Background: an optimization exercise with open tools, aiming at small area, a short achievable clock period and few clock cycles. Do not read the settings as production practice. The RTL was checked by simulation tests, not by an equivalence proof against the original design. Power is estimated from default activity; no workload was simulated.

File: config.mk
export PLATFORM = sky130hd
export DESIGN_NAME = owc
export DESIGN_NICKNAME = owc
export VERILOG_FILES = /design/flow/design.v
export SDC_FILE = /design/flow/constraint.sdc
export NUM_CORES = 4
export LEC_CHECK = 0
export CAP_MARGIN = 20
export CORE_MARGIN = 2
export CORE_UTILIZATION = 60
export CTS_BUF_LIST = sky130_fd_sc_hd__clkbuf_8
export CTS_CLUSTER_DIAMETER = 50
export CTS_CLUSTER_SIZE = 14
export PLACE_DENSITY = 0.75
export SLEW_MARGIN = 20
export TNS_END_PERCENT = 0
File: constraint.sdc
create_clock -name core_clock -period 18.0 [get_ports {clk}]
set_input_delay 3.6000 -clock core_clock [delete_from_list [all_inputs] [get_ports {clk}]]
set_output_delay 3.6000 -clock core_clock [all_outputs]
set_load 0.01 [all_outputs]
File: design.v
module owc #(
    parameter [7:0] FAMILY_A = 8'h10,
    parameter [7:0] FAMILY_B = 8'h28
) (
    input             clk,
    input             rst,         
    input             cmd_valid,
    input      [15:0] cmd,
    output reg        rsp_valid,
    output     [15:0] rsp,
    output            bus_req,
    output     [1:0]  bus_op,      
    output            bus_wbit,
    input             bus_ack,
    input             bus_rbit
);
    localparam [2:0] C_OK = 3'd0, C_BUSEMPTY = 3'd1, C_ADDRCRC = 3'd2,
                     C_UNSUPPORTED = 3'd3, C_SPADCRC = 3'd4, C_NOMORE = 3'd5,
                     C_NODATA = 3'd6, C_ILLEGAL = 3'd7;
    localparam [1:0] PH_IDLE = 2'd0, PH_SEARCHING = 2'd1, PH_EXHAUSTED = 2'd2;
    localparam [2:0] ST_RESET = 3'b000, ST_ID = 3'b001, ST_CMP = 3'b101,
                     ST_CMD = 3'b010, ST_DIR = 3'b110;
    localparam [2:0] AX_IDLE = 3'b000, AX_PEND_S = 3'b001, AX_PEND_D = 3'b010,
                     AX_DEC3 = 3'b101,
                     AX_RDB = 3'b110;
    reg  [7:0]  crc_r;
    reg         ck, fd;
    reg  [1:0]  phase;
    reg  [6:0]  lastd;
    reg  [63:0] rom;       
    reg         romz;      
    reg  [71:0] bufr;      
    reg         ng;        
    reg  [15:0] mag;       
    reg         dv;        
    wire [13:0] bcd_r;     
    reg         busy;
    reg  [2:0]  st;
    reg  [6:0]  k;
    reg  [6:0]  last_zero;
    reg  [63:0] work;
    reg         id_bit;
    reg  [7:0]  crc_w;     
    reg  [7:0]  cacc;      
    reg  [3:0]  cp;
    reg  [2:0]  rcode;
    reg  [7:0]  rdata;
    assign rsp      = {5'd0, rcode, rdata};
    assign bus_req  = busy;
    assign bus_op   = st[1:0];
    assign bus_wbit = st[2] ? work[63] : k[2];
    function [7:0] crc8_byte;
        input [7:0] c_in;
        input [7:0] b;
        reg   [7:0] c;
        integer n;
        begin
            c = c_in ^ b;
            for (n = 0; n < 8; n = n + 1)
                c = c[0] ? ((c >> 1) ^ 8'h8C) : (c >> 1);
            crc8_byte = c;
        end
    endfunction
    function [6:0] inc7;
        input [6:0] a;
        integer n;
        begin
            for (n = 0; n < 7; n = n + 1)
                inc7[n] = a[n] ^ ((a & ((7'd1 << n) - 7'd1)) == ((7'd1 << n) - 7'd1));
        end
    endfunction
    function lt7;
        input [6:0] a, b;
        integer n;
        reg lt, eq;
        begin
            lt = 1'b0; eq = 1'b1;
            for (n = 6; n >= 0; n = n - 1) begin
                lt = lt | (eq & !a[n] & b[n]);
                eq = eq & (a[n] == b[n]);
            end
            lt7 = lt;
        end
    endfunction
    wire [3:0] opc = cmd[15:12];
    wire [3:0] fa  = cmd[11:8];
    wire [7:0] fd8 = cmd[7:0];
    wire a0  = (fa == 4'd0);
    wire ad0 = a0 && (fd8 == 8'd0);
    wire addr_mapped = (fd8[7:6] == 2'b00) && (fd8[3] == 1'b0 || (fd8[5:4] == 2'b10 && fd8[2:0] == 3'd0));
    wire idle = !busy && (st == AX_IDLE);
    wire take = cmd_valid && idle;
    wire op_nop  = (opc == 4'h0) && ad0;
    wire op_clr  = (opc == 4'h1) && ad0;
    wire op_upd  = (opc == 4'h2) && a0;
    wire op_chka = (opc == 4'h3) && ad0;
    wire op_chks = (opc == 4'h4) && ad0;
    wire op_srst = (opc == 4'h5) && ad0;
    wire op_next = (opc == 4'h6) && ad0;
    wire op_dec  = (opc == 4'h7) && a0;
    wire op_wrb  = (opc == 4'h8) && (!fa[3] || fa[2:0] == 3'd0);
    wire op_rd   = (opc == 4'h9) && a0 && addr_mapped;
    wire legal   = op_nop | op_clr | op_upd | op_chka | op_chks | op_srst |
                   op_next | op_dec | op_wrb | op_rd;
    wire rd_buf  = (fd8[5:4] == 2'd2);
    wire fam_ok  = (fd8 == FAMILY_A) || (fd8 == FAMILY_B);
    wire exh     = (phase == PH_EXHAUSTED);
    wire       rdb     = !busy && (st == AX_RDB);
    wire [3:0] bsel    = rdb ? k[3:0] : cp;
    wire [7:0] buf_sel = bsel[3] ? bufr[71:64] : bufr[8*bsel[2:0] +: 8];
    wire       restart = take && op_wrb && !fa[3] && (fa[2:0] <= cp[2:0] || cp[3]);
    wire       sp_rdy  = cp[3];
    wire       sp_ok   = (cacc == bufr[71:64]);
    wire [11:0] whole = mag[15:4];
    wire [3:0]  fq    = mag[3:0];
    wire [127:0] FTAB = {8'h93, 8'h87, 8'h81, 8'h75, 8'h68, 8'h62, 8'h56, 8'h50,
                         8'h43, 8'h37, 8'h31, 8'h25, 8'h18, 8'h12, 8'h06, 8'h00};
    wire [7:0] fbcd = FTAB[8*fq +: 8];
    wire [127:0] FRTAB = 128'h5d57514b443e38322b251f19120c0600;
    wire [6:0] frac = FRTAB[8*fq +: 7];
    wire [3:0] w0 = bcd_r[3:0], w1 = bcd_r[7:4], w2 = bcd_r[11:8];
    wire [1:0] w3 = bcd_r[13:12];
    wire sig3 = (whole[11:10] != 2'd0) || (&whole[9:5] && (whole[4] || whole[3]));
    wire sig2 = (whole[11:7] != 5'd0) || (whole[6] && whole[5] && (whole[4] || whole[3] || whole[2]));
    wire sig1 = (whole[11:4] != 8'd0) || (whole[3] && (whole[2] || whole[1]));
    wire [1:0] nsig = {sig2, (sig1 && !sig2) || sig3};
    reg  [3:0] tlen;
    always @* begin
        case ({dv, nsig, ng})
            4'b1000: tlen = 4'd4;
            4'b1001: tlen = 4'd5;
            4'b1010: tlen = 4'd5;
            4'b1011: tlen = 4'd6;
            4'b1100: tlen = 4'd6;
            4'b1101: tlen = 4'd7;
            4'b1110: tlen = 4'd7;
            4'b1111: tlen = 4'd8;
            default: tlen = 4'd0;
        endcase
    end
    wire [7:0] sym [0:7];
    assign sym[0] = {4'h3, fbcd[3:0]};
    assign sym[1] = {4'h3, fbcd[7:4]};
    assign sym[2] = 8'h2E;
    assign sym[3] = {4'h3, w0};
    assign sym[4] = sig1 ? {4'h3, w1} : 8'h2D;
    assign sym[5] = sig2 ? {4'h3, w2} : 8'h2D;
    assign sym[6] = sig3 ? {6'b001100, w3} : 8'h2D;
    assign sym[7] = 8'h2D;
    reg  [7:0] tmask;      
    always @* begin
        case (tlen)
            4'd4: tmask = 8'h0F;
            4'd5: tmask = 8'h1F;
            4'd6: tmask = 8'h3F;
            4'd7: tmask = 8'h7F;
            4'd8: tmask = 8'hFF;
            default: tmask = 8'h00;
        endcase
    end
    reg  [31:0] rsel;
    integer pj;
    always @* begin
        for (pj = 0; pj < 8; pj = pj + 1)
            rsel[4*pj +: 4] = {!tmask[pj], tlen[2:0] - 3'd1 - pj[2:0]};
    end
    wire [2:0] tj   = fd8[2:0];
    wire [3:0] rp   = rsel[4*tj +: 4];
    wire [7:0] tch  = rp[3] ? 8'h00 : sym[rp[2:0]];
    wire [15:0] nraw = bufr[15:0];
    wire        nneg = nraw[15];
    reg  [15:0] nmag;
    integer i;
    always @* begin
        for (i = 0; i < 16; i = i + 1)
            nmag[i] = nraw[i] ^ (nneg && (i > 0) && ((nraw & ((16'd1 << i) - 16'd1)) != 16'd0));
    end
    reg [7:0] rd_data;
    always @* begin
        case (fd8[5:4])
            2'd0: case (fd8[2:0])
                3'd0: rd_data = crc_r;
                3'd1: rd_data = {5'd0, ng && dv, fd, ck};
                3'd2: rd_data = {6'd0, phase};
                3'd3: rd_data = {1'b0, lastd};
                3'd4: rd_data = dv ? whole[7:0] : 8'h00;
                3'd5: rd_data = {4'd0, dv ? whole[11:8] : 4'h0};
                3'd6: rd_data = {1'b0, dv ? frac : 7'h00};
                default: rd_data = {4'd0, tlen};
            endcase
            2'd1: rd_data = romz ? 8'h00 : rom[8*fd8[2:0] +: 8];
            default: rd_data = tch;
        endcase
    end
    wire disc = !id_bit && !bus_rbit;
    wire dir  = !disc ? id_bit :
                lt7(k, lastd) ? work[0] :            
                (k == lastd);
    wire step     = busy && bus_ack;
    wire ev_abort = step && ((st == ST_RESET && !bus_rbit) || (st == ST_CMP && id_bit && bus_rbit));
    wire ev_done  = step && (st == ST_DIR) && k[6];
    wire ps_fire  = !busy && (st == AX_PEND_S) && sp_rdy;
    wire pd_fire  = !busy && (st == AX_PEND_D) && sp_rdy;
    wire dec3     = !busy && (st == AX_DEC3);
    wire crcn_ok  = (crc_w == rom[63:56]);
    wire [7:0] crcn = crc8_byte(crc_r, fd8);
    wire c_next_go = op_next && !exh;
    wire c_chks_w  = op_chks && !sp_rdy;
    wire c_dec_now = op_dec && (!fam_ok || sp_rdy);         
    wire c_dec_w   = op_dec && fam_ok && !sp_rdy;
    wire c_rdb     = op_rd && rd_buf;
    wire dec_set   = (take && c_dec_now) || pd_fire;        
    wire dec_good  = (take ? fam_ok : 1'b1) && sp_ok;       
    wire c_defer   = c_next_go || c_chks_w || c_dec_w || c_rdb ||
                     (c_dec_now && fam_ok && sp_ok);
    wire rv_d = ev_abort || ev_done || ps_fire || (pd_fire && !sp_ok) || dec3 || rdb ||
                (take && !c_defer);
    wire [7:0] rdata_d =
          ({8{ev_done}}                       & work[7:0])
        | ({8{ps_fire || pd_fire}}            & cacc)
        | ({8{dec3}}                          & {4'd0, tlen})
        | ({8{rdb}}                           & buf_sel)
        | ({8{idle && op_upd}}                & crcn)
        | ({8{idle && op_chka && fd}}         & crc_w)
        | ({8{idle && (op_chks || (op_dec && fam_ok))}} & cacc)
        | ({8{idle && (op_wrb || (op_dec && !fam_ok))}} & fd8)
        | ({8{idle && op_rd}}                 & rd_data);
    wire [2:0] rcode_d =
          ({3{ev_abort}}                                   & C_BUSEMPTY)
        | ({3{(ps_fire || pd_fire) && !sp_ok}}             & C_SPADCRC)
        | ({3{idle && !legal}}                             & C_ILLEGAL)
        | ({3{idle && op_chka && !fd}}                     & C_NODATA)
        | ({3{idle && op_chka && fd && !crcn_ok}}          & C_ADDRCRC)
        | ({3{idle && op_chks && !sp_ok}}                  & C_SPADCRC)
        | ({3{idle && op_next && exh}}                     & C_NOMORE)
        | ({3{idle && op_dec && !fam_ok}}                  & C_UNSUPPORTED)
        | ({3{idle && op_dec && fam_ok && !sp_ok}}         & C_SPADCRC);
    always @(posedge clk) begin
        rdata     <= rdata_d;
        rcode     <= rcode_d;
        rsp_valid <= !rst && rv_d;
    end
    always @(posedge clk) begin
        if (rst)
            crc_r <= 8'h00;
        else if (take && (op_clr || op_upd))
            crc_r <= op_upd ? crcn : 8'h00;
    end
    always @(posedge clk) begin
        if (rst)
            ck <= 1'b0;
        else if (take && op_chka)
            ck <= fd && crcn_ok;
        else if ((take && ((op_chks && sp_rdy) || c_dec_now)) || ps_fire || pd_fire)
            ck <= (take && op_dec) ? (fam_ok && sp_ok) : sp_ok;
    end
    always @(posedge clk) begin
        if (rst) begin
            fd    <= 1'b0;
            phase <= PH_IDLE;
            lastd <= 7'd0;
        end else if (ev_abort) begin
            fd    <= 1'b0;
            phase <= PH_EXHAUSTED;
            lastd <= 7'd0;
        end else if (ev_done) begin
            fd    <= 1'b1;
            phase <= (last_zero == 7'd0) ? PH_EXHAUSTED : PH_SEARCHING;
            lastd <= last_zero;
        end else if (take && op_srst) begin
            fd    <= 1'b0;
            phase <= PH_IDLE;
            lastd <= 7'd0;
        end else if (take && op_next && exh) begin
            fd    <= 1'b0;
        end
    end
    always @(posedge clk) begin
        if (ev_done)
            rom <= work;
    end
    always @(posedge clk) begin
        if (rst)
            romz <= 1'b1;
        else if (ev_done)
            romz <= 1'b0;
    end
    wire [7:0] bwd = fd8 & {8{!rst}};
    genvar gb;
    generate
        for (gb = 0; gb < 9; gb = gb + 1) begin : g_buf
            always @(posedge clk) begin
                if (rst || (take && op_wrb && fa == gb))
                    bufr[8*gb +: 8] <= bwd;
            end
        end
    endgenerate
    always @(posedge clk) begin
        if (take && op_dec) begin
            ng  <= nneg;
            mag <= nmag;
        end
    end
    always @(posedge clk) begin
        if (rst)
            dv <= 1'b0;
        else if (dec_set)
            dv <= dec_good;
    end
    reg  [13:0] dd_out;
    reg  [3:0]  dg;
    reg         cy, ge5;
    integer bi, bq;
    always @* begin
        dd_out = {10'd0, whole[11:8]};
        for (bi = 7; bi >= 0; bi = bi - 1) begin
            cy = whole[bi];
            for (bq = 0; bq < 3; bq = bq + 1) begin
                dg  = dd_out[4*bq +: 4];
                ge5 = dg[3] | (dg[2] & (dg[1] | dg[0]));
                dd_out[4*bq +: 4] = {(dg[2] & !dg[1] & !dg[0]) | (dg[3] & dg[0]),
                                     (!dg[2] & dg[1]) | (dg[2] & dg[1] & dg[0]) | (dg[3] & !dg[0]),
                                     (!dg[3] & !dg[2] & dg[0]) | (dg[2] & dg[1] & !dg[0]) | (dg[3] & !dg[0]),
                                     cy};
                cy = ge5;
            end
            dd_out[13:12] = {dd_out[12], cy};
        end
    end
    assign bcd_r = dd_out;
    always @(posedge clk) begin
        if (rst) begin
            busy <= 1'b0;
            st   <= AX_IDLE;
        end else if (busy) begin
            if (ev_abort || ev_done) begin
                busy <= 1'b0;
                st   <= AX_IDLE;
            end else if (step) begin
                case (st)
                    ST_RESET: st <= ST_CMD;
                    ST_CMD:   if (k[2:0] == 3'd7) st <= ST_ID;
                    ST_ID:    st <= ST_CMP;
                    ST_CMP:   st <= ST_DIR;
                    default:  st <= ST_ID;
                endcase
            end
        end else begin
            case (st)
                AX_IDLE: if (take) begin
                    if (c_next_go) begin
                        busy <= 1'b1;
                        st   <= ST_RESET;
                    end else if (c_chks_w)
                        st <= AX_PEND_S;
                    else if (c_dec_w)
                        st <= AX_PEND_D;
                    else if (c_dec_now && fam_ok && sp_ok)
                        st <= AX_DEC3;
                    else if (c_rdb)
                        st <= AX_RDB;
                end
                AX_PEND_S: if (sp_rdy) st <= AX_IDLE;
                AX_PEND_D: if (sp_rdy) st <= sp_ok ? AX_DEC3 : AX_IDLE;
                default:   st <= AX_IDLE;
            endcase
        end
    end
    always @(posedge clk) begin
        if (step) begin
            case (st)
                ST_RESET: k <= 7'd0;
                ST_CMD:   k <= (k[2:0] == 3'd7) ? 7'd1 : inc7(k);
                ST_DIR:   k <= inc7(k);
                default:  ;
            endcase
        end else if (take && c_rdb) begin
            k[3:0] <= fd8[3:0];
        end
    end
    always @(posedge clk) begin
        if (step && st == ST_ID)
            id_bit <= bus_rbit;
    end
    always @(posedge clk) begin
        if (step && st == ST_CMP)
            work <= {dir, work[63:1]};
    end
    always @(posedge clk) begin
        if (step && st == ST_CMD)
            last_zero <= 7'd0;
        else if (step && st == ST_CMP && disc && !dir)
            last_zero <= k;
    end
    always @(posedge clk) begin
        if (step && st == ST_CMD)
            crc_w <= 8'h00;
        else if (step && st == ST_CMP && !(k[6] || (k[5:3] == 3'd7 && k[2:0] != 3'd0)))
            crc_w <= {1'b0, crc_w[7:1]} ^ ((crc_w[0] ^ dir) ? 8'h8C : 8'h00);
    end
    always @(posedge clk) begin
        if (rst) begin
            cacc <= 8'h00;
            cp   <= 4'd8;
        end else if (restart) begin
            cacc <= 8'h00;
            cp   <= 4'd0;
        end else if (!sp_rdy && !rdb) begin
            cacc <= crc8_byte(cacc, buf_sel);
            cp   <= {cp[3] | (&cp[2:0]), cp[2] ^ (&cp[1:0]), cp[1] ^ cp[0], !cp[0]};
        end
    end
endmodule
File: flow/run.sh
#!/bin/bash
set -euo pipefail
bash standard.sh \
    SETUP_SLACK_MARGIN=13 \
    "BUFFER_PORTS_ARGS=-buffer_cell sky130_fd_sc_hd__buf_2" \
    finish > flow_make.log 2>&1
File: standard.sh
#!/bin/bash
# synth_recipe.tcl (not shown) runs the flow's synth.tcl, then flattens the netlist and writes it again
# the make line also repeats each setting of config.mk as NAME=value (left out here)
make -C /OpenROAD-flow-scripts/flow DESIGN_CONFIG=/design/flow/config.mk WORK_HOME=/design/flow/orfs CLKGATE_MAP_FILE= SYNTH_SCRIPT=/design/flow/synth_recipe.tcl "${@:-finish}"
==> results of run 1 <==
[per-stage QoR]
| stage | total power, uW | setup slack (ns) | cell area, sq um |
|---|---|---|---|
| final | 1464 | 12.40 | 17890 |
| after global routing | 1521 | 12.28 | 17890 |
| after CTS | 1462 | 12.40 | 17840 |
| after floorplan | 941.4 | 11.95 | 16420 |
| after global placement | 1006 | 11.21 | 16700 |
| after detailed placement | 1008 | 11.08 | 16700 |
[per-layer routing]
| layer | vias to the layer above | track usage | part of all wire |
|---|---|---|---|
| met4 | 0 | 0.09295 | 0.028 |
| li1 | 5880 | - | - |
| met5 | - | 0 | 0 |
| met2 | 632 | 0.4973 | 0.47 |
| met1 | 6205 | 0.4472 | 0.43 |
| met3 | 85 | 0.04723 | 0.079 |
[worst max-delay path by stage]
stage	startpoint	endpoint	cells past startpoint
global route	cmd[0]	rdata[1]	14
finish	cmd[9]	cacc[2]	8
CTS	cmd[0]	st[0]	14
detailed placement	bus_ack	rdata[1]	15
global placement	cmd[0]	rdata[1]	14
floorplan	cmd[9]	dv	8
[registers in the layout (all words and copies together), names as in the netlist, 2 cells and up]
name,cells
st,3
cp,4
crc_r,8
phase,2
lastd,7
rom,64
rdata,8
k,7
last_zero,7
mag,16
rcode,3
work,64
crc_w,8
cacc,8
bufr,72
[logic make-up (layout without fill, tap and decap cells)]
logic type	count (synthesis)	in the layout
adders and majority gates	31	31
DFF	289	289
buffers and inverters	142	185
AOI/OAI and AO/OA	390	390
other	1	5
muxes	69	69
xor gates and xnor gates	92	92
and+or+nand+nor	512	512
[report_power, final]
| group | internal (uW) | leakage (uW) | switching, uW |
|---|---|---|---|
| clock | 204 | 0.000374 | 244 |
| sequential | 735 | 0.00255 | 26.8 |
| combinational | 104 | 0.00327 | 150 |
[what timing repair did]
| action | 4_1_cts | 5_1_grt |
|---|---|---|
| hold buffers | 0 | 0 |
| resized for setup | 41 | 9 |
| endpoints found under the hold margin | 0 | 0 |
| pin swaps | 14 | 4 |
| cloned | 5 | 0 |
| endpoints found under the setup margin | 204 | 141 |
| setup buffers | 19 | 1 |
[critical path, cell delays in order]
cell and delay [ns]:
buf_2 0.14, or3_1 0.46, a2111o_1 0.52, or3_1 0.51, o21ai_0 0.36, buf_4 0.24, nor3_1 0.06, and3_1 0.18
[placed cells by master (no fill, tap or decap), types with 31 or more instances in the layout]
master | netlist | layout
edfxtp_1 | 225 | 225
nand2_1 | 133 | 131
nor2_1 | 125 | 121
a21oi_1 | 83 | 83
o21ai_0 | 70 | 68
xnor2_1 | 70 | 67
dfxtp_1 | 64 | 64
nand3_1 | 55 | 54
inv_1 | 40 | 48
buf_4 | 11 | 42
nor3_1 | 41 | 38
mux4_2 | 34 | 34
clkbuf_8 | 0 | 33
buf_2 | 14 | 32
mux2i_1 | 31 | 31
[final cells by class]
type | instances | area share
Clock buffer | 32 | 0.02461
Clock inverter | 24 | 0.01182
Inverter | 41 | 0.008950
Multi-Input combinational cell | 1099 | 0.4376
Sequential cell | 289 | 0.4492
Tap cell | 341 | 0.02384
Timing Repair Buffer | 88 | 0.04405
==> flow_summary.toml, run 1 <==
[clock_tree]
clk_pin_slew_ns = 0.09
cts_buffers = 30
clockBufferDepth = 3
clkLatencyLatePin_ns = 0.63
cts_tree = "yes"
cts_max_level = 1
cts.sinks = 289
clockRootBuffer = "clkbuf_8"

[placed_design]
portBuffers = 36
dp_hpwl_mm = 30.55
place_congestion = 0.9365
dp.cells = 1833

[finish]
regArea_sq_um = 8038
layout-drive-gt1-share = 0.1577
num-fill-cells = 2033
final_core_util = 0.6677
layoutNonFillerInstCount = 1914
diodes = 0
multiInputGateArea_sq_um = 7830
syn_to_final_growth_pct = 9.653
final_net_count = 1594

[synth]
synth-warning-count = 1
yosysTopAreaCell = "edfxtp_1"
synthXorXnorAreaFrac = 0.05237
avgSynthCellArea_sq_um = 10.69
synth-seq-cells = 289
synth_top_area_share = 0.4140
synth-adder-area-share = 0.02308
postSynthCellCount = 1526
synth_flop_cell = "edfxtp_1"
synth_compound_area_frac = 0.1661
synth-simple-area-share = 0.1557
yosysMostFrequentCell = "edfxtp_1"
synthTopCellsByCount = "edfxtp_1, nand2_1, nor2_1"
synth_area_sq_um = 16320
ys_types = 99
netlist_top_cells_area = "edfxtp_1, dfxtp_1, mux4_2, xnor2_1, nand2_1"
seq_area_frac_synth = 0.4925
synth_top_family_by_area = "compound AO/OA/AOI/OAI gates"
ys_async_sr_fraction = 0
synthMuxAreaShare = 0.06954
synth-edff-count = 225

[drt]
vias_per_cell = 6.689
first_pass_iters = 6
wl_mm = 44.69
first_iter_violations = 1902
wl_per_cell_microns = 23.35
drc_errors = 0
vias = 12802
postRouteAntennaNets = 0

[sta]
skew_ns = 0.06093
period_needed_ns = 5.604
rsz0062_at_grt = "yes"
fmax_mhz = 178.4
hold_ws_ns = 0.4481
finalSetupTns_ns = 0
hold_violations = 0
setup_violations = 0
worst_slew_pin_slew_ns = 0.9749
fin_crit_sh = 0.3113
slew_headroom = 0.3501
maxSlewViolCount = 0

[worst_hold_path]
min_to = "rom[27]"
min_from = "work[27]"
worstHoldPathCells = 0
holdCritPathClass = "flip-flop to flip-flop"

[power]
leakagePower_uw = 0.006195
cellPowerDensity_nw_per_um2 = 81.82
ir_drop_v = 0.00009067

[floorplanning]
die-width_microns = 168.9
ioPinCount = 42
rows = 60
core_sq_um = 26800
dieArea_sq_um = 28530
start_util = 0.6089
die_height_microns = 168.9

[global_routing]
grt_pass1_wl_mm = 68.73
grt-ovfl-total = 0
grt_max_degree = 65
grt_antenna_before_repair = 0
track_usage = 0.3122
first_global_vias = 12040

[worst_setup_path]
critical_path.max_fanout = 9
cp_data_required_time_ns = 18.47
critPathKind = "input port to flip-flop"
timing.rr.end = "rdata[1]"
worstPathArrival_ns = 6.07
r2r_cells = 19
rr_startpoint = "mag[7]"
ff2ff_setup_slack_ns = 12.57
cp-end-kind = "flip-flop"
critPathLaunchType = "input port"

[run]
cap_violations = 0

[outcome]
status = "complete, no violations"
Testbench counts, summed over its fixed seeds: cycles 38,903.
==> run 2, diff against run 1 <==
--- a/config.mk
+++ b/config.mk
@@ -7,2 +7,3 @@
 export LEC_CHECK = 0
+export ABC_AREA = 1
 export CAP_MARGIN = 20
@@ -15,2 +16,2 @@
 export SLEW_MARGIN = 20
-export TNS_END_PERCENT = 0
+export TNS_END_PERCENT = 10
==> run 2 against run 1 <==
Compared with the run above: synthesized area fell by 7.4%; sequential power hardly changed; non-clock buffer count up 1; first-iteration DRC count is 20% lower; sequential share of layout area rose by 2.0 points; utilization is 1.9 points higher; synthesized cell count rose by 7.6%; final cell count up 8.7%; fmax grew 10%; highest routed layer unchanged.
==> flow_summary.toml, run 2 <==
[worst_setup_path]
critical_path.max_fanout = 6
cp-end-kind = "flip-flop"
critPathLaunchType = "input port"
cp_data_required_time_ns = 18.47
critPathKind = "input port to flip-flop"
worstPathArrival_ns = 5.55

[synth]
synth_flop_cell = "edfxtp_1"
synth-warning-count = 1
synth_compound_area_frac = 0.1358
netlist_top_cells_area = "edfxtp_1, dfxtp_1, nand2_1, inv_1, nand3_1"
synthMuxAreaShare = 0
avgSynthCellArea_sq_um = 9.205
synth_area_sq_um = 15110
synth_top_family_by_area = "simple AND/OR/NAND/NOR gates"
ys_async_sr_fraction = 0
synthXorXnorAreaFrac = 0.04296
ys_types = 55
synth-edff-count = 225
synth-simple-area-share = 0.2039
synthTopCellsByCount = "nand2_1, edfxtp_1, inv_1"
synth-adder-area-share = 0.01987
synth_top_area_share = 0.4470
synth-seq-cells = 289
seq_area_frac_synth = 0.5318
postSynthCellCount = 1642
yosysMostFrequentCell = "nand2_1"
yosysTopAreaCell = "edfxtp_1"

[finish]
layoutNonFillerInstCount = 2081
fin_area_sq_um = 17140
final_core_util = 0.6865
syn_to_final_growth_pct = 13.39
final_net_count = 1770
largest_registers = "bufr (72), rom (64), work (64)"
mostFrequentLayoutCell = "nand2_1"
layout_common_cells = "nand2_1, edfxtp_1, inv_1"
layout-drive-gt1-share = 0.1743
top_register = "bufr"
largest_reg_flops = 72

[sta]
setup_violations = 0
period_needed_ns = 5.077
maxSlewViolCount = 0
worst_slew_pin_slew_ns = 0.8219
skew_ns = 0.04268
fmax_mhz = 197.0
finalSetupTns_ns = 0
rsz0062_at_grt = "yes"
hold_violations = 0
fin_crit_sh = 0.2821
slew_headroom = 0.4500
postLayoutSetupSlackWorst_ns = 12.92

[drt]
vias_per_cell = 6.018
postRouteAntennaNets = 0
vias = 12524
wl_per_cell_microns = 20.23
first_iter_violations = 1531
drc_errors = 0
wl_mm = 42.10
first_pass_iters = 5

[placed_design]
place_area_sq_um = 15710
place_congestion = 0.9900
dp.cells = 1981
portBuffers = 36
place_ws_ns = 11.47
dp_hpwl_mm = 30.31

[clock_tree]
cts_max_level = 1
clockBufferDepth = 3
clockRootBuffer = "clkbuf_8"
clk_pin_slew_ns = 0.09
cts_tree = "yes"
clkLatencyLatePin_ns = 0.62
cts_hold_buffers = 0
cts.sinks = 289
cts_buffers = 31

[run]
cap_violations = 0

[floorplanning]
ioPinCount = 42
die-width_microns = 162.7
dieArea_sq_um = 26480
start_util = 0.6055
rows = 58
die_height_microns = 162.7
core_sq_um = 24960

[outcome]
status = "complete, no violations"

[global_routing]
grt_max_degree = 67
grt_pass1_wl_mm = 64.27
grt-ovfl-total = 0
track_usage = 0.3158
grt_antenna_before_repair = 1
first_global_vias = 11691

[worst_hold_path]
holdCritPathClass = "flip-flop to flip-flop"

[power]
cellPowerDensity_nw_per_um2 = 88.03
ir_drop_v = 0.00009969
leakagePower_uw = 0.006630
==> run 2: cell count changes after synthesis, moves of 19 or more <==
cell      change
nor2b_1      -20
inv_1       +140
xnor2_1      -51
nand2b_1     -21
mux2i_1      -31
nand2_1     +197
nor3_1       -23
a22oi_1      +20
mux4_2       -34
xor2_1       +22
nand3_1      +78
clkbuf_1     -37
nand2_2      +21
o31ai_1      -19
==> run 2: what timing repair did <==
item,CTS,global route
endpoints found under the setup margin,99,92
setup buffers,27,12
resized for setup,69,30
cloned,2,0
pin swaps,17,14
==> run 2: power by group <==
part	internal [uW]	switching, uW	total [uW]
sequential	740	19.9	760
clock	185	255	440
combinational	100	208	309
total	1030	483	1510
==> run 2: path summary, 6_finish.rpt <==
check,slack [ns],endpoint,startpoint,cells after the start
hold / removal,0.44,work[49],work[50],0
setup / recovery,12.92,st[0],cmd[1],13
hold reg to reg,0.44,work[49],work[50],0
setup reg to reg,13.24,rdata[4],mag[14],24
==> run 2: layout make-up <==
type	count	area (sq um)
sequential	289	8039
multi-input combinational	1113	6565
clock buffer	34	467.9
fill	1952	7826
clock inverter	24	178.9
timing repair buffer	89	701.9
inverter	201	769.5
antenna	1	2.502
tap	330	412.9
==> run 2: kinds of logic (layout without fill, tap and decap cells) <==
| group | count (synthesis) | after routing |
|---|---|---|
| other | 1 | 6 |
| DFF | 289 | 289 |
| AOI/OAI and AO/OA | 318 | 318 |
| buffers and inverters | 244 | 348 |
| adders and majority gates | 24 | 24 |
| xor gates and xnor gates | 66 | 66 |
| and+or+nand+nor | 700 | 700 |
==> run 2: routing by layer <==
layer,track usage,wire length (microns)
met5,0,0
met4,0.1058,1471
met3,0.03998,3617
met1,0.4543,17620
met2,0.5004,19400
==> run 2: worst max-delay path: stages <==
cell and delay, ns:
buf_12 0.12, nor2_4 0.14, inv_2 0.07, buf_4 0.13
buf_4 0.13, o41ai_2 0.46, nand3_1 0.16, nand3_2 0.14
inv_2 0.05, nand3_2 0.08, o2111ai_4 0.17, a31oi_2 0.22
a221oi_2 0.07
==> run 2: stage by stage <==
stage               hold slack [ns]  total power, uW
floorplan                    0.4215            970.3
global placement             0.4243             1042
detailed placement           0.4306             1044
CTS                          0.4475             1494
global route                 0.4592             1562
finish                       0.4429             1509
==> run 3, diff against run 2 <==
--- a/config.mk
+++ b/config.mk
@@ -16,2 +16,2 @@
 export SLEW_MARGIN = 20
-export TNS_END_PERCENT = 10
+export TNS_END_PERCENT = 30
==> run 3 against run 2 <==
Compared with the run above: global-route usage about the same; sequential share of layout area down 0.12 points; synthesized cell count unchanged; routed wire length is 0.38% lower; via count decreased by 0.55%; utilization up 0.18 points; first-iteration DRC count about the same; non-clock buffer count rose by 1; flip-flop and latch count did not move; clock-buffer cell count unchanged; register-to-register slack better by 0.19 ns; critical path type unchanged; largest cell class unchanged; largest power group unchanged.
==> flow_summary.toml, run 3 <==
[clock_tree]
cts_tree = "yes"
cts_buffers = 31
clockBufferDepth = 3
clockRootBuffer = "clkbuf_8"
cts_max_level = 1
cts.sinks = 289
cts_hold_buffers = 0
clk_pin_slew_ns = 0.09
clkLatencyLatePin_ns = 0.62

[drt]
first_pass_iters = 5
wl_per_cell_microns = 20.15
vias_per_cell = 5.985
first_iter_violations = 1532
wl_mm = 41.94
drc_errors = 0
postRouteAntennaNets = 0
vias = 12455

[sta]
fmax_mhz = 196.4
skew_ns = 0.04179
setup_violations = 0
period_needed_ns = 5.092
slew_headroom = 0.4407
rsz0062_at_grt = "yes"
maxSlewViolCount = 0
hold_violations = 0
worst_slew_pin_slew_ns = 0.8334
hold_ws_ns = 0.4425
finalSetupTns_ns = 0
fin_crit_sh = 0.2829

[run]
cap_violations = 0

[outcome]
status = "complete, no violations"

[synth]
synth_top_area_share = 0.4470
postSynthCellCount = 1642
yosysTopAreaCell = "edfxtp_1"
synth-seq-cells = 289
synth-warning-count = 1
netlist_top_cells_area = "edfxtp_1, dfxtp_1, nand2_1, inv_1, nand3_1"
yosysMostFrequentCell = "nand2_1"
synth-edff-count = 225
avgSynthCellArea_sq_um = 9.205
ys_async_sr_fraction = 0
seq_area_frac_synth = 0.5318
synthTopCellsByCount = "nand2_1, edfxtp_1, inv_1"
synth_area_sq_um = 15110
ys_types = 55
synth_flop_cell = "edfxtp_1"

[power]
fin_total_pwr_uw = 1508
leakagePower_uw = 0.006638
ir_drop_v = 0.00009941
cellPowerDensity_nw_per_um2 = 87.77

[placed_design]
dp_hpwl_mm = 30.31
portBuffers = 36
place_area_sq_um = 15710
place_congestion = 0.9900

[worst_setup_path]
worstPathArrival_ns = 5.62
critPathKind = "input port to flip-flop"
cp_data_required_time_ns = 18.52
critical_path.max_fanout = 7
critPathLaunchType = "input port"
cp-end-kind = "flip-flop"

[floorplanning]
die-width_microns = 162.7
start_util = 0.6055
dieArea_sq_um = 26480
ioPinCount = 42
core_sq_um = 24960
die_height_microns = 162.7
rows = 58

[global_routing]
first_global_vias = 11693
grt_pass1_wl_mm = 64.29
grt-ovfl-total = 0
grt_antenna_before_repair = 1
track_usage = 0.3160
grt_max_degree = 67

[finish]
diodes = 0
top_register = "bufr"
fin_area_sq_um = 17180
layout_common_cells = "nand2_1, edfxtp_1, inv_1"
syn_to_final_growth_pct = 13.68
layout-drive-gt1-share = 0.1788
final_net_count = 1771
largest_registers = "bufr (72), rom (64), work (64)"
mostFrequentLayoutCell = "nand2_1"
largest_reg_flops = 72

[worst_hold_path]
holdCritPathClass = "flip-flop to flip-flop"
[run 3: timing repair]
item,in CTS,in global routing
pin swaps,17,15
cloned,2,0
setup buffers,27,13
setup endpoints to repair,99,75
resized for setup,71,38
[run 3: cell families after synthesis]
group	count (synthesis)	share of synthesized area
AND/OR/NAND/NOR	700	0.2039
AO/OA/AOI/OAI	318	0.1358
flip-flops	289	0.5318
buffers and inverters	244	0.06540
XOR/XNOR	66	0.04296
adder cells (fa/ha/maj)	24	0.01987
other	1	0.0002481
[run 3: area by class of cell]
cell class | count | area [sq um]
flip-flops and latches | 289 | 8039
fillers | 1937 | 7782
multi-input cells | 1113 | 6595
inverters | 201 | 769.5
repair buffers | 90 | 718.2
clock buffers | 34 | 467.9
well taps | 330 | 412.9
clock inverters | 24 | 178.9
[run 3: power by group]
group | internal [uW] | leakage (uW) | switching (uW)
Clock | 185 | 0.000360 | 254
Combinational | 101 | 0.00378 | 209
Sequential | 740 | 0.00250 | 19.9
[run 3: path summary, 6_finish.rpt]
kind,start,to,slack (ns),depth (start not counted)
max,cmd[10],rdata[0],12.91,14
min,work[50],work[49],0.44,0
max reg2reg,mag[14],rdata[4],13.43,24
min reg2reg,work[50],work[49],0.44,0
[run 3: critical path: stages]
cell and delay, ns:
buf_2 0.22, nor2_2 0.10, nand2_1 0.21, nor3_2 0.08, inv_1 0.14, nor2_4 0.07
inv_1 0.18, a21oi_1 0.09, a221oi_1 0.36, o221ai_1 0.21, a21oi_1 0.14, o21ai_0 0.09
inv_1 0.07, nand2_1 0.04
[run 3: per-layer routing]
layer	routed length, microns	track usage
met1	17740	0.4546
met4	1558	0.1058
met3	3335	0.03998
met5	0	0
met2	19300	0.5008
[run 3: stage by stage]
step,setup WS [ns],cells,utilization
after floorplan,12.29,1646,-
after global placement,11.60,1981,0.6291
after detailed placement,11.47,1981,0.6291
after CTS,12.95,2068,0.6780
after global routing,12.80,2081,0.6883
final,12.91,2081,0.6883
==> run 4, diff against run 3 <==
--- a/config.mk
+++ b/config.mk
@@ -10,3 +10,3 @@
 export CORE_MARGIN = 2
-export CORE_UTILIZATION = 60
+export CORE_UTILIZATION = 65
 export CTS_BUF_LIST = sky130_fd_sc_hd__clkbuf_8
@@ -14,4 +14,5 @@
 export CTS_CLUSTER_SIZE = 14
-export PLACE_DENSITY = 0.75
+export GPL_TIMING_DRIVEN = 1
+export PLACE_DENSITY = 0.8
 export SLEW_MARGIN = 20
-export TNS_END_PERCENT = 30
+export TNS_END_PERCENT = 10
==> run 4 against run 3 <==
Compared with the run above: still clean on timing, DRC and antenna; combinational power is essentially flat; die area shrank 7.5%; final cell count shrank 2.8%; clock power shrank 8.2%; register-to-register slack lost 0.25 ns; hold slack lost 0.013 ns; global-route usage grew 2.2 points; sequential share of layout area grew 0.54 points; critical path depth grew 1; non-clock buffer count shrank 11; cell area shrank 1.1%.
==> flow_summary.toml, run 4 <==
[synth]
synth_flop_cell = "edfxtp_1"
synth-edff-count = 225
netlist_top_cells_area = "edfxtp_1, dfxtp_1, nand2_1, inv_1, nand3_1"
postSynthCellCount = 1642
synth-warning-count = 1
ys_async_sr_fraction = 0
synth_area_sq_um = 15110
synth-seq-cells = 289
synth_top_area_share = 0.4470
avgSynthCellArea_sq_um = 9.205
ys_types = 55
yosysTopAreaCell = "edfxtp_1"
synthTopCellsByCount = "nand2_1, edfxtp_1, inv_1"
seq_area_frac_synth = 0.5318
yosysMostFrequentCell = "nand2_1"

[drt]
vias = 12557
postRouteAntennaNets = 0
first_iter_violations = 1306
wl_per_cell_microns = 20.58
vias_per_cell = 6.210
wl_mm = 41.61
drc_errors = 0
first_pass_iters = 5

[clock_tree]
cts.sinks = 289
clk_pin_slew_ns = 0.09
cts_tree = "yes"
clkLatencyLatePin_ns = 0.61
cts_max_level = 1
cts_buffers = 29
clockBufferDepth = 3
clockRootBuffer = "clkbuf_8"

[worst_setup_path]
worstPathArrival_ns = 5.59
cp_data_required_time_ns = 18.49
slowest_stage = "a211oi_2"
critPathMostFrequentCell = "nor2_4"
cpPeakStageDelay_ns = 0.28
critPathKind = "input port to flip-flop"
critical_path.max_fanout = 7
worstPathCellList = "buf_12 > nor2_4 > inv_2 > nor2_4 > buf_6 > nand2_2 > o22ai_1 > nand2_1 > buf_6 > nor2_4 > a21oi_2 > nand3_2 > o2111ai_4 > a211oi_2 > a211oi_2"
critPathLaunchType = "input port"
cp-end-kind = "flip-flop"
crit_family = "compound AO/OA/AOI/OAI gates"
path_buf_inv = 4

[placed_design]
dp.cells = 1935
place_congestion = 1.005
place_area_sq_um = 15640
dp_hpwl_mm = 29.99
portBuffers = 36

[sta]
period_needed_ns = 5.106
slew_headroom = 0.3992
rsz0062_at_grt = "yes"
fin_crit_sh = 0.2837
setup_violations = 0
hold_ws_ns = 0.4298
skew_ns = 0.04889
maxSlewViolCount = 0
hold_violations = 0
fmax_mhz = 195.8
finalSetupTns_ns = 0
worst_slew_pin_slew_ns = 0.8978

[global_routing]
track_usage = 0.3380
first_global_vias = 11613
grt_max_degree = 66
grt-ovfl-total = 0
grt_antenna_before_repair = 2
grt_pass1_wl_mm = 63.11

[finish]
largest_reg_flops = 72
final_core_util = 0.7479
largest_registers = "bufr (72), rom (64), work (64)"
layout_common_cells = "nand2_1, edfxtp_1, inv_1"
top_register = "bufr"
layoutNonFillerInstCount = 2022
final_net_count = 1758
mostFrequentLayoutCell = "nand2_1"
syn_to_final_growth_pct = 12.38
layout-drive-gt1-share = 0.1752
fin_area_sq_um = 16990

[floorplanning]
core_sq_um = 22710
die_height_microns = 156.5
die-width_microns = 156.5
rows = 55
start_util = 0.6656
ioPinCount = 42
dieArea_sq_um = 24490

[run]
cap_violations = 0

[outcome]
status = "complete, no violations"

[worst_hold_path]
holdCritPathClass = "flip-flop to flip-flop"

[power]
cellPowerDensity_nw_per_um2 = 86.81
leakagePower_uw = 0.006534
ir_drop_v = 0.00008098
-- run 4: cell counts after synthesis --
Identical to the previous run, type by type.
-- run 4: kinds of logic (layout without fill, tap and decap cells) --
family | Yosys count | in the layout | share of synthesized area
compound gates | 318 | 318 | 0.1358
xor+xnor | 66 | 66 | 0.04296
fa+ha+maj | 24 | 24 | 0.01987
buf+inv | 244 | 333 | 0.06540
flops | 289 | 289 | 0.5318
other cells | 1 | 7 | 0.0002481
simple gates | 700 | 700 | 0.2039
-- run 4: layout make-up --
| cell class | instances | area (sq um) |
|---|---|---|
| well taps | 285 | 356.6 |
| inverters | 201 | 768.2 |
| multi-input cells | 1113 | 6619 |
| fillers | 1608 | 5724 |
| clock inverters | 22 | 131.4 |
| diodes | 2 | 5.005 |
| flip-flops and latches | 289 | 8039 |
| repair buffers | 79 | 639.4 |
| clock buffers | 31 | 426.7 |
-- run 4: final timing paths --
| kind | cells past startpoint | endpoint | slack (ns) | start |
|---|---|---|---|---|
| setup reg to reg | 26 | rdata[2] | 13.18 | mag[14] |
| hold reg to reg | 0 | work[59] | 0.43 | work[60] |
| hold / removal | 0 | work[59] | 0.43 | work[60] |
| setup / recovery | 15 | st[1] | 12.89 | cmd[1] |
-- run 4: metal layers --
metal,global-route usage,up-vias,wire (microns)
met5,0,-,0
met3,0.06646,121,4359
met4,0.1306,0,1744
met1,0.4696,5874,16460
li1,-,5860,-
met2,0.5297,702,19040
-- run 4: where the power goes --
group / leakage, uW / switching [uW] / internal, uW
Sequential: 0.00250 / 19.6 / 740
Combinational: 0.00372 / 213 / 99.6
Clock: 0.000315 / 237 / 165
-- run 4: timing repair --
item                                   4_1_cts  5_1_grt
hold buffers                                 0        0
setup endpoints to repair                  110      107
buffers inserted                            23        7
gates resized for setup                     88       29
pin swaps                                   19       19
endpoints found under the hold margin        0        0
cloned                                       2        0
-- run 4: per-stage QoR --
| step | power (uW) | setup slack (ns) |
|---|---|---|
| final | 1474 | 12.89 |
| after global routing | 1525 | 12.80 |
| after CTS | 1450 | 12.95 |
| after detailed placement | 1043 | 11.39 |
| after global placement | 1041 | 11.49 |
| after floorplan | 970.3 | 12.29 |
-- run 4: worst register-to-register path: stages, from the launching register on --
cell,delay [ns]
edfxtp_1,0.51
nor2_1,0.22
nand2_1,0.07
nor2_1,0.19
nand3_1,0.24
inv_1,0.13
o21ai_0,0.12
ha_1,0.21
nand2_1,0.08
nand2_2,0.13
nor2_1,0.46
inv_1,0.23
ha_1,0.28
xnor2_2,0.24
xor2_1,0.22
nand2_1,0.09
o211ai_2,0.14
xor2_4,0.27
nor2_1,0.13
nand3_1,0.10
nand3_1,0.08
a21oi_1,0.12
nand3_1,0.15
nand2_1,0.09
nand2_1,0.06
nand2_1,0.13
nand2_1,0.06
==> run 5, diff against run 4 <==
==> flow/run.sh (replaced) <==
#!/bin/bash
set -euo pipefail
bash standard.sh \
    SETUP_SLACK_MARGIN=14 \
    "BUFFER_PORTS_ARGS=-buffer_cell sky130_fd_sc_hd__buf_2" \
    finish > flow_make.log 2>&1
==> run 5 against run 4 <==
Compared with the run above: global-route usage grew 0.16 points; clock skew is 0.0016 ns higher; utilization is 2.6 points higher; fmax shrank 0.28%; sequential power is essentially flat; cell area rose by 3.5%; hold slack improved by 0.0083 ns; flip-flop and latch count did not move; synthesized area unchanged; combinational power is 4% higher; routed wire length is 3.9% higher; final cell count up 1.6%.
==> flow_summary.toml, run 5 <==
[worst_setup_path]
critical_path.max_fanout = 7
path_buf_inv = 6
critPathMostFrequentCell = "nor2_4"
critPathLaunchType = "input port"
worstPathArrival_ns = 5.66
slowest_stage = "nor3_4"
cp_data_required_time_ns = 18.54
critPathKind = "input port to flip-flop"
r2r_cells = 27
worstPathCellList = "buf_12 > nor2_4 > inv_2 > nor2_4 > inv_2 > nor2_4 > inv_2 > nor3_4 > inv_4 > nor2_4 > inv_4 > nor2_4 > a22oi_2 > o22ai_1 > nand3_1 > a221oi_2"
cp-end-kind = "flip-flop"
crit_cells = 16
cpPeakStageDelay_ns = 0.24
crit_family = "simple AND/OR/NAND/NOR gates"

[placed_design]
place_congestion = 1.005
portBuffers = 36
dp.cells = 1935
dp_hpwl_mm = 29.99
place_area_sq_um = 15640

[floorplanning]
core_sq_um = 22710
die-width_microns = 156.5
die_height_microns = 156.5
rows = 55
dieArea_sq_um = 24490
ioPinCount = 42
start_util = 0.6656

[clock_tree]
cts_hold_buffers = 0
cts_max_level = 1
clkLatencyLatePin_ns = 0.62
cts.sinks = 289
clk_pin_slew_ns = 0.09
cts_buffers = 29
clockBufferDepth = 3
cts_tree = "yes"
clockRootBuffer = "clkbuf_8"

[sta]
setup_violations = 0
worst_slew_pin_slew_ns = 0.8669
maxSlewViolCount = 0
skew_ns = 0.05046
slew_headroom = 0.4200
fmax_mhz = 195.3
finalSetupTns_ns = 0
period_needed_ns = 5.121
rsz0062_at_grt = "yes"
hold_violations = 0
fin_crit_sh = 0.2845

[global_routing]
first_global_vias = 11677
track_usage = 0.3396
grt_pass1_wl_mm = 63.50
grt_max_degree = 66
grt_antenna_before_repair = 3
grt-ovfl-total = 0

[synth]
synth_area_sq_um = 15110
netlist_top_cells_area = "edfxtp_1, dfxtp_1, nand2_1, inv_1, nand3_1"
avgSynthCellArea_sq_um = 9.205
synth-warning-count = 1
ys_async_sr_fraction = 0
ys_types = 55
postSynthCellCount = 1642
seq_area_frac_synth = 0.5318
synth-edff-count = 225
synth_flop_cell = "edfxtp_1"
synth-seq-cells = 289
synthTopCellsByCount = "nand2_1, edfxtp_1, inv_1"
synth_top_area_share = 0.4470
yosysMostFrequentCell = "nand2_1"
yosysTopAreaCell = "edfxtp_1"

[finish]
num-fill-cells = 1497
syn_to_final_growth_pct = 16.27
mostFrequentLayoutCell = "nand2_1"
layoutNonFillerInstCount = 2054
largest_reg_flops = 72
layout_common_cells = "nand2_1, edfxtp_1, inv_1"
top_register = "bufr"
regArea_sq_um = 8045
fin_area_sq_um = 17570
multiInputGateArea_sq_um = 6845
layout-drive-gt1-share = 0.2094
final_net_count = 1790
largest_registers = "bufr (72), rom (64), work (64)"

[drt]
first_iter_violations = 1513
vias = 12885
vias_per_cell = 6.273
drc_errors = 0
wl_per_cell_microns = 21.04
wl_mm = 43.22
first_pass_iters = 6
postRouteAntennaNets = 0

[power]
leakagePower_uw = 0.006774
ir_drop_v = 0.00007845
cellPowerDensity_nw_per_um2 = 84.75

[outcome]
status = "complete, no violations"

[worst_hold_path]
worstHoldPathCells = 0
holdCritPathClass = "flip-flop to flip-flop"

[run]
cap_violations = 0
## run 5: cell counts after synthesis
Identical to the previous run, type by type.
## run 5: path summary, 6_finish.rpt
check	slack, ns	to	startpoint
hold reg to reg	0.44	work[59]	work[60]
setup reg to reg	13.41	rdata[2]	mag[14]
hold / removal	0.44	work[59]	work[60]
setup / recovery	12.88	st[0]	cmd[1]
## run 5: per-layer routing
metal | up-vias | wire length (microns) | track usage
met5 | - | 13 | 0
met4 | 2 | 1988 | 0.1359
met3 | 141 | 4353 | 0.05982
met2 | 785 | 19730 | 0.5339
met1 | 6042 | 17140 | 0.4729
li1 | 5915 | - | -
## run 5: final cells by class
type                       instances  share of cell area
sequential                       289              0.4578
multi-input combinational       1113              0.3895
timing repair buffer             111             0.05582
inverter                         201             0.04450
clock buffer                      31             0.02428
tap                              285             0.02029
clock inverter                    22            0.007476
antenna                            2           0.0002848
## run 5: power breakdown
part	switching (uW)	internal (uW)
clock	238	166
combinational	221	103
sequential	20.6	741
## run 5: cell families after synthesis
| family | Yosys count | synth area share |
|---|---|---|
| adder cells (fa/ha/maj) | 24 | 0.01987 |
| other | 1 | 0.0002481 |
| flip-flops | 289 | 0.5318 |
| XOR/XNOR | 66 | 0.04296 |
| AND/OR/NAND/NOR | 700 | 0.2039 |
| AO/OA/AOI/OAI | 318 | 0.1358 |
| buffers and inverters | 244 | 0.06540 |
## run 5: worst reg2reg max path, stage by stage, from the launching register on
cell and delay, ns:
edfxtp_1 0.51, nor2_1 0.23, nand2_1 0.07, nor2_1 0.19
nand3_1 0.24, inv_1 0.13, o21ai_0 0.12, ha_1 0.21
nand2_1 0.08, nand2_2 0.14, nor2_2 0.35, inv_1 0.19
ha_1 0.38, xor2_1 0.34, nand2_1 0.09, nand2_1 0.10
inv_1 0.07, nor2_1 0.08, inv_1 0.06, nor2_1 0.26
nand3_1 0.13, nand3_1 0.10, a21oi_1 0.04, nand3_1 0.15
nand2_1 0.07, nand2_1 0.07, nand2_1 0.12, nand2_1 0.08
## run 5: per-stage QoR
| stage | total power [uW] | worst slack [ns] | hold WS [ns] | utilization |
|---|---|---|---|---|
| 2_1_floorplan | 970.3 | 12.29 | 0.4215 | - |
| 3_3_place_gp | 1041 | 11.49 | 0.4239 | 0.6888 |
| 3_5_place_dp | 1043 | 11.39 | 0.4296 | 0.6888 |
| 4_1_cts | 1454 | 12.95 | 0.4477 | 0.7453 |
| 5_1_grt | 1537 | 12.79 | 0.4633 | 0.7738 |
| 6_report | 1489 | 12.88 | 0.4381 | 0.7738 |
## run 5: repair_timing
item / CTS / global route
pin swaps: 20 / 30
setup buffers: 26 / 34
gates cloned: 2 / 2
endpoints found under the setup margin: 378 / 378
resized for setup: 115 / 90
==> run 6, diff against run 5 <==
==> flow/run.sh (replaced) <==
#!/bin/bash
set -euo pipefail
bash standard.sh \
    SETUP_SLACK_MARGIN=12.5 \
    "BUFFER_PORTS_ARGS=-buffer_cell sky130_fd_sc_hd__buf_2" \
    finish > flow_make.log 2>&1
==> run 6 against run 5 <==
Compared with the run above: flip-flop and latch count unchanged; first-iteration DRC count fell by 2.6%; total power fell by 2.0%; critical path depth fell by 4; sequential share of layout area rose by 3.4 points; setup slack worse by 0.50 ns; clock skew is 0.025 ns lower; global-route usage decreased by 1.7 points; still clean on timing, DRC and antenna; combinational power down 14%; cell area fell by 7.1%; die area unchanged.
==> flow_summary.toml, run 6 <==
[clock_tree]
clockBufferDepth = 3
clk_pin_slew_ns = 0.09
cts_tree = "yes"
clockRootBuffer = "clkbuf_8"
clkLatencyLatePin_ns = 0.60
cts_buffers = 29
cts_hold_buffers = 0
cts.sinks = 289
cts_max_level = 1

[finish]
largest_registers = "bufr (72), rom (64), work (64)"
final_net_count = 1734
largest_reg_flops = 72
layout-drive-gt1-share = 0.1186
mostFrequentLayoutCell = "nand2_1"
multiInputGateArea_sq_um = 6237
top_register = "bufr"
final_core_util = 0.7190
num-fill-cells = 1654
layoutNonFillerInstCount = 1999
layout_common_cells = "nand2_1, edfxtp_1, inv_1"
regArea_sq_um = 8038
syn_to_final_growth_pct = 8.021
fin_area_sq_um = 16330

[global_routing]
grt_antenna_before_repair = 3
grt_max_degree = 85
first_global_vias = 11048
grt_pass1_wl_mm = 60.68
grt-ovfl-total = 0
track_usage = 0.3228

[worst_setup_path]
critPathKind = "input port to flip-flop"
worstPathArrival_ns = 6.09
cp-end-kind = "flip-flop"
r2r_cells = 25
timing.rr.end = "rdata[2]"
cp-endpoint = "rdata[2]"
cp_data_required_time_ns = 18.47
crit_path_start = "cmd[4]"
critPathLaunchType = "input port"
ff2ff_setup_slack_ns = 13.25
rr_startpoint = "mag[14]"
critical_path.max_fanout = 8

[synth]
synthMuxAreaShare = 0
yosysMostFrequentCell = "nand2_1"
synth-adder-area-share = 0.01987
yosysTopAreaCell = "edfxtp_1"
synthTopCellsByCount = "nand2_1, edfxtp_1, inv_1"
postSynthCellCount = 1642
netlist_top_cells_area = "edfxtp_1, dfxtp_1, nand2_1, inv_1, nand3_1"
ys_async_sr_fraction = 0
synth_top_family_by_area = "simple AND/OR/NAND/NOR gates"
synthXorXnorAreaFrac = 0.04296
synth_compound_area_frac = 0.1358
ys_types = 55
synth_top_area_share = 0.4470
synth-warning-count = 1
synth_flop_cell = "edfxtp_1"
synth_area_sq_um = 15110
seq_area_frac_synth = 0.5318
synth-simple-area-share = 0.2039
synth-edff-count = 225
synth-seq-cells = 289
avgSynthCellArea_sq_um = 9.205

[placed_design]
place_area_sq_um = 15600
dp.cells = 1935
place_congestion = 1.001
dp_hpwl_mm = 29.54
portBuffers = 36

[sta]
hold_violations = 0
worst_slew_pin_slew_ns = 1.029
period_needed_ns = 5.618
fin_crit_sh = 0.3121
skew_ns = 0.02548
setup_violations = 0
hold_ws_ns = 0.4486
finalSetupTns_ns = 0
fmax_mhz = 178.0
slew_headroom = 0.3064
maxSlewViolCount = 0
rsz0062_at_grt = "yes"

[floorplanning]
die_height_microns = 156.5
ioPinCount = 42
rows = 55
start_util = 0.6656
dieArea_sq_um = 24490
core_sq_um = 22710
die-width_microns = 156.5

[outcome]
status = "complete, no violations"

[worst_hold_path]
holdCritPathClass = "flip-flop to flip-flop"
worstHoldPathCells = 0

[drt]
postRouteAntennaNets = 0
drc_errors = 0
vias = 12337
first_iter_violations = 1473
wl_mm = 40.06
first_pass_iters = 7
vias_per_cell = 6.172
wl_per_cell_microns = 20.04

[power]
cellPowerDensity_nw_per_um2 = 89.41
leakagePower_uw = 0.006328
ir_drop_v = 0.00007840

[run]
cap_violations = 0
==> run 6: per-layer routing <==
| layer | vias up | global-route usage | wire (microns) |
|---|---|---|---|
| met3 | 96 | 0.03545 | 3589 |
| met1 | 5814 | 0.4781 | 17040 |
| met5 | - | 0 | 0 |
| li1 | 5803 | - | - |
| met2 | 624 | 0.5030 | 18040 |
| met4 | 0 | 0.1053 | 1386 |
==> run 6: repair_timing <==
action	in CTS	in global routing
buffers inserted	1	7
endpoints found under the hold margin	0	0
pin swaps	1	1
setup endpoints to repair	49	35
gates resized for setup	6	8
gates cloned	0	0
==> run 6: critical path, cell delays in order <==
cell and delay, ns:
buf_2 0.16, inv_1 0.11, nor2_1 0.49, inv_1 0.21, o22ai_1 0.18, nand2_1 0.10, a21oi_2 0.40, o221ai_1 0.19
a2111oi_0 0.34, o21ai_0 0.15, inv_1 0.09, nand2_1 0.06
==> run 6: logic make-up (layout without fill, tap and decap cells) <==
logic type	after synthesis	in the layout
adders and majority gates	24	24
and+or+nand+nor	700	700
AOI/OAI and AO/OA	318	318
DFF	289	289
other	1	8
buffers and inverters	244	309
xor gates and xnor gates	66	66
==> run 6: stage by stage <==
step	power [uW]	setup slack [ns]
after floorplan	968.6	12.26
after global placement	1038	11.44
after detailed placement	1041	11.35
after CTS	1452	12.46
after global routing	1511	12.30
final	1460	12.38
==> run 6: area by class of cell <==
type,count,area share
flip-flops and latches,289,0.4923
multi-input cells,1113,0.3820
inverters,201,0.04652
clock buffers,32,0.02698
well taps,285,0.02184
repair buffers,55,0.02023
clock inverters,21,0.009656
diodes,3,0.0004598
==> run 6: report_power, final <==
part / switching, uW / internal (uW) / total (uW)
clock: 237 / 185 / 422
sequential: 19.9 / 740 / 760
combinational: 191 / 86.6 / 278
total: 448 / 1010 / 1460
==> run 6: worst min path at each step <==
stage / start / to / slack, ns
final: work[55] / work[54] / 0.45
after global routing: work[41] / rom[41] / 0.46
after CTS: work[43] / work[42] / 0.45
after detailed placement: work[55] / rom[55] / 0.43
after global placement: work[37] / work[36] / 0.42
after floorplan: work[10] / rom[10] / 0.42
==> run 7, diff against run 6 <==
==> flow/run.sh (replaced) <==
#!/bin/bash
set -euo pipefail
bash standard.sh \
    SETUP_SLACK_MARGIN=13 \
    "BUFFER_PORTS_ARGS=-buffer_cell sky130_fd_sc_hd__buf_2" \
    finish > flow_make.log 2>&1
--- a/config.mk
+++ b/config.mk
@@ -14,2 +14,3 @@
 export CTS_CLUSTER_SIZE = 14
+export GPL_ROUTABILITY_DRIVEN = 0
 export GPL_TIMING_DRIVEN = 1
==> run 7 against run 6 <==
Compared with the run above: utilization grew 2.7 points; clock-buffer cell count did not move; via count rose by 2.5%; routed wire length up 1.4%; total power is essentially flat; still clean; critical path depth is 4 lower; global-route usage grew 0.43 points; largest cell class unchanged.
==> flow_summary.toml, run 7 <==
[outcome]
status = "complete, no violations"

[floorplanning]
ioPinCount = 42
rows = 55
start_util = 0.6656
core_sq_um = 22710
die-width_microns = 156.5
dieArea_sq_um = 24490
die_height_microns = 156.5

[power]
power_switching_uw = 454.3
p_int_uw = 1005
sw_frac_of_total = 0.3114
pwr-share-seq = 0.521
power.share.clock = 0.270
power_frac_comb = 0.208
ir_drop_v = 0.0001027
cellPowerDensity_nw_per_um2 = 86.08
leakagePower_uw = 0.006534

[clock_tree]
cts.sinks = 289
cts_buffers = 28
clockBufferDepth = 3
cts_hold_buffers = 0
clk_pin_slew_ns = 0.09
clockRootBuffer = "clkbuf_8"
cts_tree = "yes"
clkLatencyLatePin_ns = 0.59
cts_max_level = 1

[worst_setup_path]
worstPathCellList = "buf_2 > inv_1 > nor2_2 > inv_1 > nor2_1 > inv_1 > o41ai_4 > buf_4"
crit_path_start = "cmd_valid"
critPathKind = "input port to flip-flop"
rr_startpoint = "mag[14]"
crit_family = "buffers and inverters"
cp-end-kind = "flip-flop"
cpPeakStageDelay_ns = 0.31
critPathMostFrequentCell = "inv_1"
critical_path.max_fanout = 8
cp_data_required_time_ns = 18.30
worstPathArrival_ns = 5.41
slowest_stage = "nor2_2"
critPathLaunchType = "input port"
path_buf_inv = 5

[run]
cap_violations = 0

[sta]
hold_ws_ns = 0.4522
setup_violations = 0
finalSetupTns_ns = 0
period_needed_ns = 5.115
skew_ns = 0.01854
rsz0062_at_grt = "yes"
fmax_mhz = 195.5
hold_violations = 0
maxSlewViolCount = 0
slew_headroom = 0.2758
worst_slew_pin_slew_ns = 1.059
fin_crit_sh = 0.2842

[global_routing]
grt-ovfl-total = 0
grt_max_degree = 67
track_usage = 0.3271
grt_antenna_before_repair = 1
first_global_vias = 11708
grt_pass1_wl_mm = 61.84

[finish]
layout_common_cells = "nand2_1, edfxtp_1, inv_1"
final_net_count = 1753
layout-drive-gt1-share = 0.1676
top_register = "bufr"
fin_area_sq_um = 16950
final_core_util = 0.7463
largest_reg_flops = 72
mostFrequentLayoutCell = "nand2_1"
syn_to_final_growth_pct = 12.13
largest_registers = "bufr (72), rom (64), work (64)"
layoutNonFillerInstCount = 2016

[synth]
postSynthCellCount = 1642
synthTopCellsByCount = "nand2_1, edfxtp_1, inv_1"
yosysMostFrequentCell = "nand2_1"
yosysTopAreaCell = "edfxtp_1"
ys_types = 55
synth-seq-cells = 289
seq_area_frac_synth = 0.5318
synth-warning-count = 1
netlist_top_cells_area = "edfxtp_1, dfxtp_1, nand2_1, inv_1, nand3_1"
avgSynthCellArea_sq_um = 9.205
synth-edff-count = 225
ys_async_sr_fraction = 0
synth_area_sq_um = 15110
synth_top_area_share = 0.4470
synth_flop_cell = "edfxtp_1"

[drt]
routed-wl-met3_mm = 4.328
vias_per_cell = 6.274
wl_mm = 40.61
drc_errors = 0
wl_met1_mm = 16.00
routed.top_layer = "met5"
wl_per_cell_microns = 20.15
dr_wl_met2_mm = 18.09
vias = 12649
first_iter_violations = 1771
first_pass_iters = 12
postRouteAntennaNets = 0

[worst_hold_path]
holdCritPathClass = "flip-flop to flip-flop"
min_from = "work[24]"

[placed_design]
dp.cells = 1934
portBuffers = 36
dp_hpwl_mm = 28.41
place_area_sq_um = 15630
==> run 7: cell counts after synthesis <==
No cell type changed its count.
==> run 7: power by group through the flow <==
stage,clock [uW],combinational [uW],sequential (uW)
after floorplan,0,202,768
after global placement,0,258,774
after detailed placement,0,262,774
after CTS,396,280,759
after global routing,420,326,763
final,395,304,761
==> run 7: logic make-up after synthesis <==
group | count (synthesis) | share of synthesized area
AND/OR/NAND/NOR | 700 | 0.2039
AO/OA/AOI/OAI | 318 | 0.1358
flip-flops | 289 | 0.5318
buffers and inverters | 244 | 0.06540
XOR/XNOR | 66 | 0.04296
adder cells (fa/ha/maj) | 24 | 0.01987
other | 1 | 0.0002481
==> run 7: per-layer routing <==
layer / GRT usage / vias to the layer above
met5: 0 / -
met1: 0.4458 / 5872
li1: - / 5839
met4: 0.1477 / 2
met3: 0.07754 / 191
met2: 0.5022 / 745
==> run 7: cell type report <==
type	instances	area, sq um
timing repair buffer	75	610.6
multi-input combinational	1113	6616
clock buffer	32	440.4
fill	1593	5762
inverter	201	769.5
tap	285	356.6
antenna	1	2.502
clock inverter	20	112.6
sequential	289	8039
==> run 7: final timing paths <==
kind	to	slack (ns)	depth (start not counted)
worst max-delay path	bufr[23]	12.88	8
worst min-delay path	work[23]	0.45	0
worst max register to register	rdata[0]	13.27	26
worst min register to register	work[23]	0.45	0
==> run 7: stage by stage <==
stage / setup slack [ns] / power (uW)
after floorplan: 12.29 / 970.3
after global placement: 11.68 / 1032
after detailed placement: 11.52 / 1036
after CTS: 12.92 / 1435
after global routing: 12.84 / 1508
final: 12.88 / 1459
==> run 7: timing repair <==
item | 4_1_cts | 5_1_grt
gates cloned | 2 | 0
pin swaps | 17 | 22
gates resized for setup | 67 | 48
setup buffers | 15 | 12
setup endpoints to repair | 62 | 99

-- what the ideal ports hide --
How much do the figures lean on ideal ports? The routed layouts below were timed once more, with nothing changed but the port constraints.
Step 1, drivers: a clkbuf_16 drives clk and a buf_2 each remaining input, both assumed.
Step 2 adds t to the input delays and takes it off the output delays; t is the mean of the earliest and latest rising clock arrival at the registers after step 1. Input paths then give back, and output paths get back, about the clock's delay inside the block.
a / b / c = ideal / step 1 / step 2; a / b = the first two.
| run | t (ns) | slack for setup (ns) | hold slack, ns | worst setup path at the end |
|---|---|---|---|---|
| run 1 | 0.649 | 12.396 / 12.400 / 11.751 | 0.448 / 0.448 / 0.448 | input to register |
| run 2 | 0.654 | 12.923 / 12.910 / 12.264 | 0.443 / 0.443 / 0.443 | input to register |
| run 3 | 0.651 | 12.908 / 12.902 / 12.251 | 0.442 / 0.442 / 0.442 | input to register |
| run 4 | 0.634 | 12.894 / 12.888 / 12.254 | 0.430 / 0.430 / 0.430 | input to register |
| run 5 | 0.637 | 12.879 / 12.875 / 12.237 | 0.438 / 0.438 / 0.438 | input to register |
| run 6 | 0.631 | 12.382 / 12.403 / 11.772 | 0.449 / 0.449 / 0.449 | input to register |
| run 7 | 0.623 | 12.885 / 12.883 / 12.260 | 0.452 / 0.452 / 0.452 | input to register |
After both steps every run listed still meets setup and hold. For run 2, which loses most, drivers alone change the setup slack by -0.013 ns; drivers and shift together by -0.659 ns.
